What follows belongs to an exercise in optimizing a design on an open flow for small area; a production flow would make more cautious choices. In this exercise RTL edits were held to simulation tests only and were not proved equivalent to the original. Power figures rest on the tool's default switching activity, not on a simulated workload.

==> flow/design.v (excerpt) <==
module e1_steer (
    input  wire        clk,
    input  wire        rst,               
    input  wire [31:0] nominal_interval,  
    input  wire        in_valid,
    output wire        in_ready,
    input  wire [31:0] in_ts,             
    input  wire [31:0] in_tick,           
    output wire        dac_valid,
    input  wire        dac_ready,
    output wire [11:0] dac_data,
    output wire        done,
    output wire [3:0]  result,
    output wire [2:0]  st_state,
    output wire [1:0]  st_flags,
    output wire [31:0] dac_center,
    output wire [31:0] pps_loss,
    output wire [31:0] cal_fail
);
    localparam [2:0] ST_INIT   = 3'd0,
                     ST_CALMIN = 3'd1,
                     ST_CALMAX = 3'd2,
                     ST_FREQ   = 3'd3,
                     ST_PHASE  = 3'd4;
    localparam [3:0] Q_IDLE = 4'd0,
                     Q_P0   = 4'd1,
                     Q_P1   = 4'd2,
                     Q_RDY  = 4'd3,
                     Q_INC  = 4'd4,
                     Q_DIV  = 4'd5,
                     Q_WCP  = 4'd6,
                     Q_CP   = 4'd7,
                     Q_DACW = 4'd8,
                     Q_DONE = 4'd9;
    reg [3:0]  seq;
    reg [4:0]  ph;           
    reg        hi;           
    reg [2:0]  state;
    reg [4:0]  count;
    reg        has_cal;
    reg        cal_err;
    reg        fresh;        
    reg [31:0] lt;           
    reg [31:0] lr;           
    reg [31:0] b;            
    reg [31:0] a;            
    reg [31:0] pl;           
    reg [31:0] cf;           
    reg [17:0] q;            
    reg [18:0] m;            
    reg [11:0] raw;          
    reg ge, le;              
    reg le1, le2;            
    reg neg;                 
    reg c_dt, c_sn, c_off, c_acc, c_nd;
    reg c_u, c_v, pd, c_cn, c_val, cns;
    reg over, vsign;         
    reg ci;                  
    reg calcp;               
    reg rcf;                 
    wire p0  = (seq == Q_P0);
  ...
Settings: LEC_CHECK=0, CAP_MARGIN=20, CORE_MARGIN=2, CORE_UTILIZATION=40, SLEW_MARGIN=20; clock period 30.0 ns.
standard.sh (not shown) runs the stock make flow with config.mk's settings and CLKGATE_MAP_FILE= SYNTH_SCRIPT=/design/flow/synth_recipe.tcl, a recipe that flattens the netlist after the stock synthesis.
==> flow/flow/run.sh <==
#!/bin/bash
# The standard layout (standard.sh: standard synthesis, then ORFS to
# finish), with two changes: the port buffers that global placement inserts
# on every input and output use sky130_fd_sc_hd__buf_1, and clock tree
# synthesis uses clkbuf_8 clusters without dummy loads.
# Each step's full output goes to its own log file in the work folder.
set -euo pipefail
export BUFFER_PORTS_ARGS="-buffer_cell sky130_fd_sc_hd__buf_1"
export CTS_ARGS="-sink_clustering_enable -repair_clock_nets -buf_list sky130_fd_sc_hd__clkbuf_8 -sink_clustering_size 16 -sink_clustering_max_diameter 60 -dont_use_dummy_load"
bash standard.sh synth > synth.log 2>&1
bash standard.sh finish > layout.log 2>&1
The baseline produced a clean layout.
Edit:
==> flow/flow/run.sh (replaced) <==
#!/bin/bash
# The standard layout (standard.sh: standard synthesis, then ORFS to
# finish), with one change: the port buffers that global placement inserts
# on every input and output use sky130_fd_sc_hd__buf_1.
# Each step's full output goes to its own log file in the work folder.
set -euo pipefail
export BUFFER_PORTS_ARGS="-buffer_cell sky130_fd_sc_hd__buf_1"
bash standard.sh synth > synth.log 2>&1
bash standard.sh finish > layout.log 2>&1
- The changed run went through all stages and came out clean
- fmax barely changes
- worst hold slack gets worse by 0.0061 ns
- routed wire length is higher by 1.7%
- power is higher by 35%
- design area is higher by 6.2%
- worst setup slack is about the same
Edit:
==> flow/flow/run.sh (replaced) <==
#!/bin/bash
# The standard layout (standard.sh: standard synthesis, then ORFS to
# finish), with two changes: the port buffers that global placement inserts
# on every input and output use sky130_fd_sc_hd__buf_1, and clock tree
# synthesis uses clkbuf_8 clusters without dummy loads.
# Each step's full output goes to its own log file in the work folder.
set -euo pipefail
export BUFFER_PORTS_ARGS="-buffer_cell sky130_fd_sc_hd__buf_1"
export CTS_ARGS="-sink_clustering_enable -repair_clock_nets -buf_list sky130_fd_sc_hd__clkbuf_8 -sink_clustering_size 16 -sink_clustering_max_diameter 60 -dont_use_dummy_load"
bash standard.sh synth > synth.log 2>&1
bash standard.sh finish > layout.log 2>&1
- CORE_UTILIZATION: 40 -> 80
- PLACE_DENSITY: default -> 0.92
After rerunning:
- clock skew climbs by 0.012 ns
- sequential power hardly moves
- area after synthesis stays the same
- first-iteration DRC count climbs to 2.8 times its value
- non-clock buffer count drops by 2
- worst hold slack is worse by 0.013 ns
- final cell count drops by roughly a tenth
- utilization climbs by 42 points
- global-route usage climbs by 24 points
- count of clock-buffer cells in the layout drops by 16
- wire length climbs by about a fifth
Edit:
- CORE_UTILIZATION: 80 -> 70
- PLACE_DENSITY: 0.92 -> 0.85
After rerunning:
- worst hold slack loses 0.0065 ns
- global-route usage fell by 12 points
- sequential power stays flat
- core utilization fell by 12 points

* * *

run A:
e1_steer again, from the RTL that the note above started with.
Settings: LEC_CHECK=0, CAP_MARGIN=20, CORE_MARGIN=2, CORE_UTILIZATION=40, CTS_BUF_LIST=sky130_fd_sc_hd__clkbuf_16, CTS_CLUSTER_DIAMETER=100, CTS_CLUSTER_SIZE=30, SLEW_MARGIN=20; clock period 30.0 ns.
==> flow/flow/run.sh <==
#!/bin/bash
# The standard layout (standard.sh: standard synthesis, then ORFS to
# finish), with one change: the port buffers that global placement inserts
# on every input and output use sky130_fd_sc_hd__buf_1.
# Each step's full output goes to its own log file in the work folder.
set -euo pipefail
export BUFFER_PORTS_ARGS="-buffer_cell sky130_fd_sc_hd__buf_1"
bash standard.sh synth > synth.log 2>&1
bash standard.sh finish > layout.log 2>&1
The flow did not stop early for run A: all stages ran, and the layout cleared the timing, DRC and antenna checks.
## Diff of input files: run B against run A
Settings: CTS_BUF_LIST: sky130_fd_sc_hd__clkbuf_16 -> sky130_fd_sc_hd__clkbuf_8; CTS_CLUSTER_DIAMETER: 100 -> 60; CTS_CLUSTER_SIZE: 30 -> 16.
Results
- Setup slack: run A vs run B, no meaningful difference
- In terms of post-placement worst setup slack, run A and run B differ only marginally.
- Run B vs. run A: routing usage on met2 stayed essentially flat; area growth from synthesis to layout did not really move.
- On met3 layer usage reported by global route: run B sits above run A.
- Re final cell count without fillers: run B and run A aren't equal, and the lower value belongs to run A.

-- port drivers added, routing unchanged --
The flow's constraints put no driver on any port. The routed layouts listed below were extracted and timed again, unchanged, in two steps.
Step 1: set_driving_cell puts a clkbuf_16 on clk and a buf_2 on each other input, an assumption about the parent block.
Step 2 adds t to the input delays and takes it off the output delays; t is the mean of the earliest and latest rising clock arrival at the registers after step 1. Input paths then give back, and output paths get back, about the clock's delay inside the block.
a / b / c = ideal / step 1 / step 2; a / b = the first two.
| run | shift t [ns] | slack for setup (ns) | cell pins on the clock port's net |
|---|---|---|---|
| the first run of note 1 | 0.569 | 17.409 / 17.390 / 17.390 | 1 |
| the second run of note 1 | 0.586 | 17.407 / 17.388 / 17.388 | 1 |
| the third run of note 1 | 0.557 | 17.374 / 17.347 / 17.347 | 1 |
| the fourth run of note 1 | 0.549 | 17.402 / 17.381 / 17.381 | 1 |
| run A | 0.522 | 17.408 / 17.389 / 17.389 | 1 |
| run B | 0.585 | 17.407 / 17.388 / 17.388 | 1 |
After both steps setup and hold are still met in every run listed. For the third run of note 1, which loses most, drivers alone change the setup slack by -0.027 ns; drivers and shift together by -0.027 ns.
